This design comes from an exercise in tuning for small area, a short achievable clock period and few clock cycles on the open sky130 flow, not from production work. At most, simulation tests tie the RTL to the original design; equivalence was not proved. Power is estimated from default activity; no workload was simulated.

==> inputs of run K <==
==> flow/design.v (excerpt) <==
module hlfc_tx (
    input  wire        clk,
    input  wire        rst,
    input  wire        cmd_valid,
    output wire        cmd_ready,
    input  wire        cmd_write,
    input  wire [7:0]  cmd_unit,
    input  wire [3:0]  cmd_area,
    input  wire [7:0]  cmd_bank,
    input  wire [15:0] cmd_begin,
    input  wire [15:0] cmd_count,
    output wire        sts_valid,
    output wire [7:0]  sts_code,
    input  wire        wd_valid,
    output wire        wd_ready,
    input  wire [15:0] wd_data,
    output wire        tx_valid,
    input  wire        tx_ready,
    output wire [7:0]  tx_data,
    output wire        tx_last
);
    localparam [4:0] S_IDLE = 5'b000_00;
    localparam [4:0] S_AT   = 5'b000_01;    
    localparam [4:0] S_ATC  = 5'b100_01;    
    localparam [4:0] S_U1   = 5'b000_10;
    localparam [4:0] S_U0   = 5'b000_11;
    localparam [4:0] S_RW   = 5'b001_00;
    localparam [4:0] S_LET  = 5'b001_01;
    localparam [4:0] S_BK1  = 5'b001_10;
    localparam [4:0] S_BK0  = 5'b001_11;
    localparam [2:0] G_BG   = 3'b010;    
    localparam [2:0] G_DAT  = 3'b110;    
    localparam [2:0] G_CT   = 3'b011;    
    localparam [4:0] S_F1   = 5'b101_00;
    localparam [4:0] S_F0   = 5'b101_01;
    localparam [4:0] S_STAR = 5'b101_10;
    localparam [4:0] S_CR   = 5'b101_11;
    function [3:0] hexlo;
        input [3:0] x;
        hexlo = ({4{x == 4'd1}} & 4'd1)
            | ({4{x == 4'd2}} & 4'd2)
            | ({4{x == 4'd3}} & 4'd3)
            | ({4{x == 4'd4}} & 4'd4)
            | ({4{x == 4'd5}} & 4'd5)
            | ({4{x == 4'd6}} & 4'd6)
            | ({4{x == 4'd7}} & 4'd7)
            | ({4{x == 4'd8}} & 4'd8)
            | ({4{x == 4'd9}} & 4'd9)
            | ({4{x == 4'd10}} & 4'd1)
            | ({4{x == 4'd11}} & 4'd2)
            | ({4{x == 4'd12}} & 4'd3)
            | ({4{x == 4'd13}} & 4'd4)
            | ({4{x == 4'd14}} & 4'd5)
            | ({4{x == 4'd15}} & 4'd6);
    endfunction
    function [3:0] add3;
        input [3:0] d;
        input en;
        reg f;
        begin
            f = en & (d[3] | (d[2] & (d[1] | d[0])));
            add3[3] = f | d[3];
            add3[2] = f ? (d[3] & d[0]) : d[2];
  ...
==> flow/config.mk <==
export PLATFORM = sky130hd
export DESIGN_NAME = hlfc_tx
export DESIGN_NICKNAME = hlfc_tx
export VERILOG_FILES = /design/flow/design.v
export SDC_FILE = /design/flow/constraint.sdc
export NUM_CORES = 4
export LEC_CHECK = 0
export CAP_MARGIN = 20
export CORE_MARGIN = 2
export CORE_UTILIZATION = 50
export CTS_BUF_LIST = sky130_fd_sc_hd__clkbuf_8
export SLEW_MARGIN = 20
==> flow/constraint.sdc <==
create_clock -name core_clock -period 12.0 [get_ports {clk}]
set_input_delay 2.4000 -clock core_clock [delete_from_list [all_inputs] [get_ports {clk}]]
set_output_delay 2.4000 -clock core_clock [all_outputs]
set_load 0.01 [all_outputs]
standard.sh (not shown) runs the stock make flow with config.mk's settings and CLKGATE_MAP_FILE= SYNTH_SCRIPT=/design/flow/synth_recipe.tcl, a recipe that flattens the netlist after the stock synthesis.
==> flow/flow/run.sh <==
#!/bin/bash
# Own layout flow: the standard ORFS flow (standard.sh), with two changes to how
# the layout is made:
#  - the port buffers that ORFS inserts on every input and output are buf_1 cells
#    instead of the default choice (a slow delay buffer);
#  - repair_timing (floorplan, CTS and global-route stages) works towards a setup
#    slack margin, so it sizes up the gates of paths that are far slower than they
#    need to be.
# The clock period, the SDC, synthesis, floorplan, power grid and tap cells are the
# standard flow's. Every tool's output goes to a log in this folder (and ORFS keeps
# its own per-step logs under orfs/logs).
set -euo pipefail
export BUFFER_PORTS_ARGS="-buffer_cell sky130_fd_sc_hd__buf_1"
export SETUP_SLACK_MARGIN="${OWN_SETUP_MARGIN:-8.4}"
bash standard.sh > standard_flow.log 2>&1
==> run P (differences from run K) <==
--- a/flow/design.v
+++ b/flow/design.v
@@ -278,11 +278,10 @@
     wire at2  = in_bgct && (stc[1:0] == 2'd2);           
     wire at3  = (stc[4:2] == G_DAT) && (stc[1:0] == 2'd3);
     wire is_cr = (stc == S_CR);
     wire idle_next = adv ? (is_cr && last) : (stc == S_IDLE);
     wire wd_fire = wd_valid & wrdy;
-    wire free_now  = freeq | (adv & ((stc == {G_CT, 2'd2}) | ((stc == {G_DAT, 2'd2}) & !more)));
     wire ready_ok  = ~bad & ~crdy & freeq & ((s_conv & (scnt <= 4'd6)) | s_done);
     wire ready_rej =  bad & ~crdy & ((s_conv & ~s_first) | s_done);
     wire go = ready_ok & idle_next;
     always @(posedge clk) begin
         if (rst) begin
@@ -328,11 +327,11 @@
                 wfull <= 1'b0;
                 wrdy  <= (stc[4:2] == G_BG) ? wr : more;
             end
             crdy <= go | ready_rej;
             if (s_idle) begin
-                if (free_now) begin
+                if (freeq) begin
                     c_area  <= cmd_area[2:0];
                     c_write <= cmd_write;
                     unk     <= cmd_area[3];
                     bad     <= cmd_area[3] || (cmd_unit[7:5] != 3'd0) ||
                                (cmd_begin[15:14] != 2'd0) || (cmd_count[15:14] != 2'd0) ||
==> flow/config.mk (replaced) <==
export PLATFORM = sky130hd
export DESIGN_NAME = hlfc_tx
export DESIGN_NICKNAME = hlfc_tx
export VERILOG_FILES = /design/flow/design.v
export SDC_FILE = /design/flow/constraint.sdc
export NUM_CORES = 4
export LEC_CHECK = 0
export ABC_AREA = 1
export CAP_MARGIN = 20
export CORE_MARGIN = 2
export CORE_UTILIZATION = 50
export CTS_BUF_LIST = sky130_fd_sc_hd__clkbuf_8
export SLEW_MARGIN = 20
==> run Z (differences from run K) <==
--- a/flow/design.v
+++ b/flow/design.v
@@ -167,33 +167,30 @@
     reg [15:0] bg;              
     reg [15:0] ct;              
     reg [3:0]  pn;              
     reg        wfull;           
     reg        wrdy;
-    reg        wdec;            
     reg [3:0]  scnt;            
-    reg        bad, unk;        
-    reg [2:0]  c_area;          
-    reg        c_write;
+    reg        bad, unk;
     reg        crdy;
     assign cmd_ready = crdy;
     assign sts_valid = crdy;
-    assign sts_code  = {3'b000, bad, 3'b000, unk};
+    assign sts_code  = {3'b000, unk | bad, 3'b000, unk};
     assign wd_ready  = wrdy;
     assign tx_valid  = tx_v;
     assign tx_data   = {1'b0, tx_d};
     assign tx_last   = ~(tx_d[6] | tx_d[5]);    
     wire s_idle  = (scnt == 4'd0);
-    wire s_done  = (scnt == 4'd11);
-    wire s_conv  = !s_idle && !s_done;
+    wire s_chk   = (scnt[3:2] == 2'b11) | (scnt == 4'd11);
+    wire s_ready = (scnt == 4'd10);
+    wire s_conv  = !s_idle && (scnt <= 4'd9);
     wire s_last  = (scnt == 4'd1);
-    wire s_first = (scnt == 4'd10);
-    wire [15:0] begin_l = {2'b00, bg[1:0], bg[15:4]};
-    wire [15:0] count_l = {2'b00, ct[1:0], ct[15:4]};
-    wire range_bad = begin_hi(c_area, begin_l) | begin_lo(c_area, begin_l) |
-                     count_hi(c_area, count_l) | count_lo(c_area, count_l) |
-                     (count_l == 16'd0);
+    wire chk = (scnt == 4'd15) ? begin_hi(cmd_area[2:0], cmd_begin) :
+               (scnt == 4'd14) ? begin_lo(cmd_area[2:0], cmd_begin) :
+               (scnt == 4'd13) ? count_hi(cmd_area[2:0], cmd_count) :
+               (scnt == 4'd12) ? count_lo(cmd_area[2:0], cmd_count) :
+               (scnt == 4'd11) ? (cmd_count == 16'd0) : 1'b0;
     wire en_t = ~scnt[3];
     wire en_h = (scnt[3:2] == 2'b00) | (scnt == 4'd4);
     function [15:0] dd_step;
         input [15:0] q;
         input eo, et, eh;
@@ -209,11 +206,13 @@
         input [15:0] x;
         pre4 = {x[11:0], 2'b00, x[13:12]};
     endfunction
     wire [13:0] wcnt = {ct[11:0], ct[15:14]};
     wire [13:0] wcnt_dec = wcnt - 14'd1;
-    wire rejected = bad;
+    wire rd_conv = freeq ? !cmd_write : last;
+    wire rejected = unk | bad;
+    wire [2:0] h_area = {wfull, bad, unk};
     wire take     = crdy;
     wire [4:0] stc = st;
     wire tx_free = ~tx_v | tx_ready;
     wire [5:0] ubcd = unit_bcd(fw);
     wire wr = ~last;                      
@@ -245,11 +244,11 @@
         | ({4{g_f & ix == 2'd1}} & fcs[3:0]);
     wire isnib = g_dig | (g_hdr0 & ix[1]) | (g_hdr1 & ix[1]) | (g_f & ~ix[1]);
     wire [6:0] cbyte =
           ({7{g_hdr0 | (st == S_ATC)}} & 7'h40)
         | ({7{g_hdr1 & ~ix[0]}} & (wr ? 7'h57 : 7'h52))
-        | ({7{g_hdr1 &  ix[0]}} & letter(c_area))
+        | ({7{g_hdr1 &  ix[0]}} & letter(h_area))
         | ({7{g_f & ~ix[0]}} & 7'h2A)
         | ({7{g_f &  ix[0]}} & 7'h0D);
     wire have = !(st == S_IDLE) && !(g_dat && ix == 2'd0 && !wfull);
     wire fz = (st == S_AT) | (st == S_ATC);
     wire fx = !g_hdr0 & !(g_f & (ix != 2'd0)) | (st == S_U1) | (st == S_U0);
@@ -258,11 +257,11 @@
         nst = {st[4:2], ix[1] ^ ix[0], ~ix[0]};
         case (st)
             S_AT:  nst = S_U1;
             S_ATC: nst = {G_DAT, 2'd0};
             S_U0:  nst = S_RW;
-            S_LET: nst = (c_area == 3'd7) ? S_BK1 : {G_BG, 2'd0};
+            S_LET: nst = (h_area == 3'd7) ? S_BK1 : {G_BG, 2'd0};
             S_BK0: nst = {G_BG, 2'd0};
             S_F0:  nst = last ? S_STAR : S_CR;
             S_CR:  nst = last ? S_IDLE : S_ATC;
             default: ;
         endcase
@@ -278,21 +277,20 @@
     wire at2  = in_bgct && (stc[1:0] == 2'd2);           
     wire at3  = (stc[4:2] == G_DAT) && (stc[1:0] == 2'd3);
     wire is_cr = (stc == S_CR);
     wire idle_next = adv ? (is_cr && last) : (stc == S_IDLE);
     wire wd_fire = wd_valid & wrdy;
-    wire free_now  = freeq | (adv & ((stc == {G_CT, 2'd2}) | ((stc == {G_DAT, 2'd2}) & !more)));
-    wire ready_ok  = ~bad & ~crdy & freeq & ((s_conv & (scnt <= 4'd6)) | s_done);
-    wire ready_rej =  bad & ~crdy & ((s_conv & ~s_first) | s_done);
+    wire ready_ok  = freeq & s_conv & (scnt <= 4'd6) & ~crdy;
+    wire ready_rej = s_ready & rejected & ~crdy;
+    wire hdr_busy  = (g_hdr0 & (st != S_IDLE)) | (st == S_RW) | (st == S_LET);
     wire go = ready_ok & idle_next;
     always @(posedge clk) begin
         if (rst) begin
             st    <= S_IDLE;
             tx_v  <= 1'b0;
             wfull <= 1'b0;
             wrdy  <= 1'b0;
-            wdec  <= 1'b0;
             scnt  <= 4'd0;
             crdy  <= 1'b0;
         end else begin
             if (tx_free)
                 tx_v <= have;
@@ -304,53 +302,57 @@
                 if (stc == S_RW) fw <= 5'd9;
                 if (stc == S_ATC) fw <= 5'd2;
                 if (at3) fw <= {fw[3:0], fw[4] ^ fw[2]};
                 if (at2) begin
                     pn <= (stc[4:2] == G_CT) ? {ct[1:0], ct[15:14]} : {bg[1:0], bg[15:14]};
-                    if (stc[4:2] == G_DAT)
+                    if (stc[4:2] == G_DAT) begin
                         last <= !more;
+                        {ct[11:0], ct[15:14]} <= wcnt_dec;
+                    end
                 end
             end
             if (go) begin
                 st    <= S_AT;
-                last  <= ~c_write;
+                last  <= ~cmd_write;
                 fw    <= cmd_unit[4:0];
                 pn    <= cmd_bank[3:0];
             end
-            if (wd_fire)    
+            if (wrdy)    
                 {bg[13:10], bg[9:6], bg[5:2], bg[1:0], bg[15:14]} <= wd_data;
-            wdec <= adv && at2 && (stc[4:2] == G_DAT);
-            if (wdec)
-                {ct[11:0], ct[15:14]} <= wcnt_dec;
             if (wd_fire) begin
                 wfull <= 1'b1;
                 wrdy  <= 1'b0;
             end else if (adv && at2 && stc[4:2] != G_CT) begin
                 wfull <= 1'b0;
                 wrdy  <= (stc[4:2] == G_BG) ? wr : more;
             end
             crdy <= go | ready_rej;
             if (s_idle) begin
-                if (free_now) begin
-                    c_area  <= cmd_area[2:0];
-                    c_write <= cmd_write;
-                    unk     <= cmd_area[3];
-                    bad     <= cmd_area[3] || (cmd_unit[7:5] != 3'd0) ||
-                               (cmd_begin[15:14] != 2'd0) || (cmd_count[15:14] != 2'd0) ||
-                               (cmd_area[2:0] == 3'd7 && (cmd_bank[7:4] != 4'd0 ||
-                                (cmd_bank[3] && cmd_bank[2] && (cmd_bank[1] || cmd_bank[0]))));
-                    bg      <= pre4(cmd_begin);
-                    ct      <= pre4(cmd_count);
-                    if (cmd_valid) scnt <= 4'd10;
+                if (!hdr_busy) begin
+                    unk <= cmd_area[3];
+                    bad <= (cmd_unit[7:5] != 3'd0) ||
+                           (cmd_area[2:0] == 3'd7 && (cmd_bank[7:4] != 4'd0 ||
+                            (cmd_bank[3] && cmd_bank[2] && (cmd_bank[1] || cmd_bank[0]))));
+                    if (cmd_valid) scnt <= 4'd15;
                 end
-            end else if (s_conv) begin
-                if (s_first) bad <= bad | range_bad;
+            end else if (s_chk) begin
+                bad  <= bad | chk;
+                scnt <= scnt - 4'd1;
+            end else if (s_ready) begin
+                if (freeq && !rejected) begin
+                    bg   <= dd_step(pre4(cmd_begin), 1'b1, 1'b0, 1'b0);
+                    ct   <= dd_step(pre4(cmd_count), ~cmd_write, 1'b0, 1'b0);
+                    scnt <= 4'd9;
+                end
+            end else begin
                 bg <= dd_step(bg, 1'b1, en_t, en_h);
-                ct <= dd_step(ct, ~c_write, ~c_write & en_t, ~c_write & en_h);
-                if (s_last) scnt <= (freeq && !go) ? 4'd11 : 4'd0;
+                ct <= dd_step(ct, rd_conv, rd_conv & en_t, rd_conv & en_h);
+                if (s_last) scnt <= (freeq && !go) ? 4'd10 : 4'd0;
                 else scnt <= scnt - 4'd1;
             end
-            if (take && (bad || s_done))
-                scnt <= 4'd0;
+            if (take) begin
+                if (rejected) scnt <= 4'd0;
+                else {wfull, bad, unk} <= cmd_area[2:0];
+            end
         end
     end
 endmodule
==> flow/flow/run.sh (replaced) <==
#!/bin/bash
# Own layout flow: the standard ORFS flow (standard.sh), with two changes to how
# the layout is made:
#  - the port buffers that ORFS inserts on every input and output are buf_2 cells
#    instead of the default choice (a slow delay buffer);
#  - repair_timing (floorplan, CTS and global-route stages) works towards a setup
#    slack margin, so it sizes up the gates of paths that are far slower than they
#    need to be.
# The clock period, the SDC, synthesis, floorplan, power grid and tap cells are the
# standard flow's. Every tool's output goes to a log in this folder (and ORFS keeps
# its own per-step logs under orfs/logs).
set -euo pipefail
export BUFFER_PORTS_ARGS="-buffer_cell sky130_fd_sc_hd__buf_2"
export SETUP_SLACK_MARGIN="${OWN_SETUP_MARGIN:-8.4}"
bash standard.sh > standard_flow.log 2>&1
==> run A (differences from run K) <==
--- a/flow/design.v
+++ b/flow/design.v
@@ -278,11 +278,10 @@
     wire at2  = in_bgct && (stc[1:0] == 2'd2);           
     wire at3  = (stc[4:2] == G_DAT) && (stc[1:0] == 2'd3);
     wire is_cr = (stc == S_CR);
     wire idle_next = adv ? (is_cr && last) : (stc == S_IDLE);
     wire wd_fire = wd_valid & wrdy;
-    wire free_now  = freeq | (adv & ((stc == {G_CT, 2'd2}) | ((stc == {G_DAT, 2'd2}) & !more)));
     wire ready_ok  = ~bad & ~crdy & freeq & ((s_conv & (scnt <= 4'd6)) | s_done);
     wire ready_rej =  bad & ~crdy & ((s_conv & ~s_first) | s_done);
     wire go = ready_ok & idle_next;
     always @(posedge clk) begin
         if (rst) begin
@@ -328,11 +327,11 @@
                 wfull <= 1'b0;
                 wrdy  <= (stc[4:2] == G_BG) ? wr : more;
             end
             crdy <= go | ready_rej;
             if (s_idle) begin
-                if (free_now) begin
+                if (freeq) begin
                     c_area  <= cmd_area[2:0];
                     c_write <= cmd_write;
                     unk     <= cmd_area[3];
                     bad     <= cmd_area[3] || (cmd_unit[7:5] != 3'd0) ||
                                (cmd_begin[15:14] != 2'd0) || (cmd_count[15:14] != 2'd0) ||
--- a/flow/config.mk
+++ b/flow/config.mk
@@ -5,8 +5,8 @@
 export SDC_FILE = /design/flow/constraint.sdc
 export NUM_CORES = 4
 export LEC_CHECK = 0
 export CAP_MARGIN = 20
 export CORE_MARGIN = 2
-export CORE_UTILIZATION = 50
+export CORE_UTILIZATION = 65
 export CTS_BUF_LIST = sky130_fd_sc_hd__clkbuf_8
 export SLEW_MARGIN = 20
==> notes <==
First-iteration DRC count: run K < run A < run P < run Z.
Routed wire length: run Z > run P > run K > run A.
Area after synthesis: run Z > run K > run A > run P.
Between run K and run A, the lower critical path depth is in run K (gap 1).
Fmax: run Z < run A < run K < run P.
Between run A and run K, the lower core utilization is in run K (gap 18 points).
Count of clock-buffer cells in the layout is the same in run P and run K.
Between run K and run A, the lower via count is in run K (gap 4.6%, measured against run A).
Against run K, the sequential share of layout area of run P is lower by 0.12 points.
==> figures <==
Met3 wire length: run K 1220 um; run Z 1590 um; run A 1500 um; run P 1240 um
Share of the synthesized area in compound gates (AO/OA/AOI/OAI): run K 26.2%; run Z 26.5%; run A 24.3%; run P 15.6%
Final core area utilization: run K 54.9%; run Z 57.9%; run A 73.3%; run P 57.0%
Basic-gate share of the synthesized area counting and, or, nand and nor cells: run K 21.4%; run Z 26.0%; run A 22.4%; run P 32.5%
Run status: run K complete, no violations; run Z complete, no violations; run A complete, no violations; run P complete, no violations
Number of fill cells in the layout: run K 1,158; run Z 1,215; run A 674; run P 1,144
Vias in the first global route: run K 5,282; run Z 6,159; run A 5,551; run P 5,569
Seq pwr: run K 0.596 mW; run Z 0.603 mW; run A 0.606 mW; run P 0.510 mW
Number of nets in the final layout: run K 845; run Z 930; run A 839; run P 1,007
Initial cell density of the core: run K 50.8%; run Z 51.0%; run A 67.7%; run P 51.5%
Well tap count: run K 147; run Z 172; run A 108; run P 143
Share of cell area taken by muxes after synthesis: run K 3.14%; run Z 4.41%; run A 4.60%; run P 0.169%
Worst EP arrival: run K 3.60 ns; run Z 4.00 ns; run A 3.60 ns; run P 1.09 ns
Layout inverter count without the clock tree: run K 30; run Z 24; run A 20; run P 111
Post-Syn Instances: run K 714; run Z 794; run A 702; run P 841
Maximum single-stage delay on the critical path: run K 0.38 ns; run Z 0.55 ns; run A 0.31 ns; run P 0.43 ns
Standard cell area after detailed placement: run K 6270 um^2; run Z 6920 um^2; run A 6190 um^2; run P 6290 um^2
Cell area after synthesis: run K 6050 um^2; run Z 6410 um^2; run A 5960 um^2; run P 5930 um^2
Post-synthesis average cell area: run K 8.48 um^2; run Z 8.07 um^2; run A 8.49 um^2; run P 7.05 um^2
Testbench counts of run P, summed over its fixed seeds: cycles 65,848.
Testbench counts of run A, summed over its fixed seeds: cycles 65,848.
The RTL of run K and run Z was laid out without a check of its function.

-- what the ideal ports hide --
How much do the figures lean on ideal ports? The routed layouts below were timed once more, with nothing changed but the port constraints.
Step 1, drivers: a clkbuf_16 drives clk and a buf_2 each remaining input, both assumed.
Step 2 also shifts input and output timing later by t, the mid clock arrival at the registers, as if the neighbouring blocks saw the same clock.
Three values: ideal ports, drivers, drivers and shift; two values: the first two.
run | t (ns) | slack for setup (ns) | hold WS [ns]
run K | 0.408 | 8.467 / 8.480 / 8.072 | 0.502 / 0.502 / 0.502
run P | 0.415 | 8.514 / 8.477 / 8.191 | 0.482 / 0.482 / 0.482
run Z | 0.402 | 8.205 / 8.224 / 7.821 | 0.581 / 0.581 / 0.581
run A | 0.391 | 8.445 / 8.454 / 8.063 | 0.513 / 0.513 / 0.513
After both steps every run listed still meets setup and hold. The setup slack of run K, which loses most, moves by +0.013 ns with the drivers and by -0.395 ns with both steps.
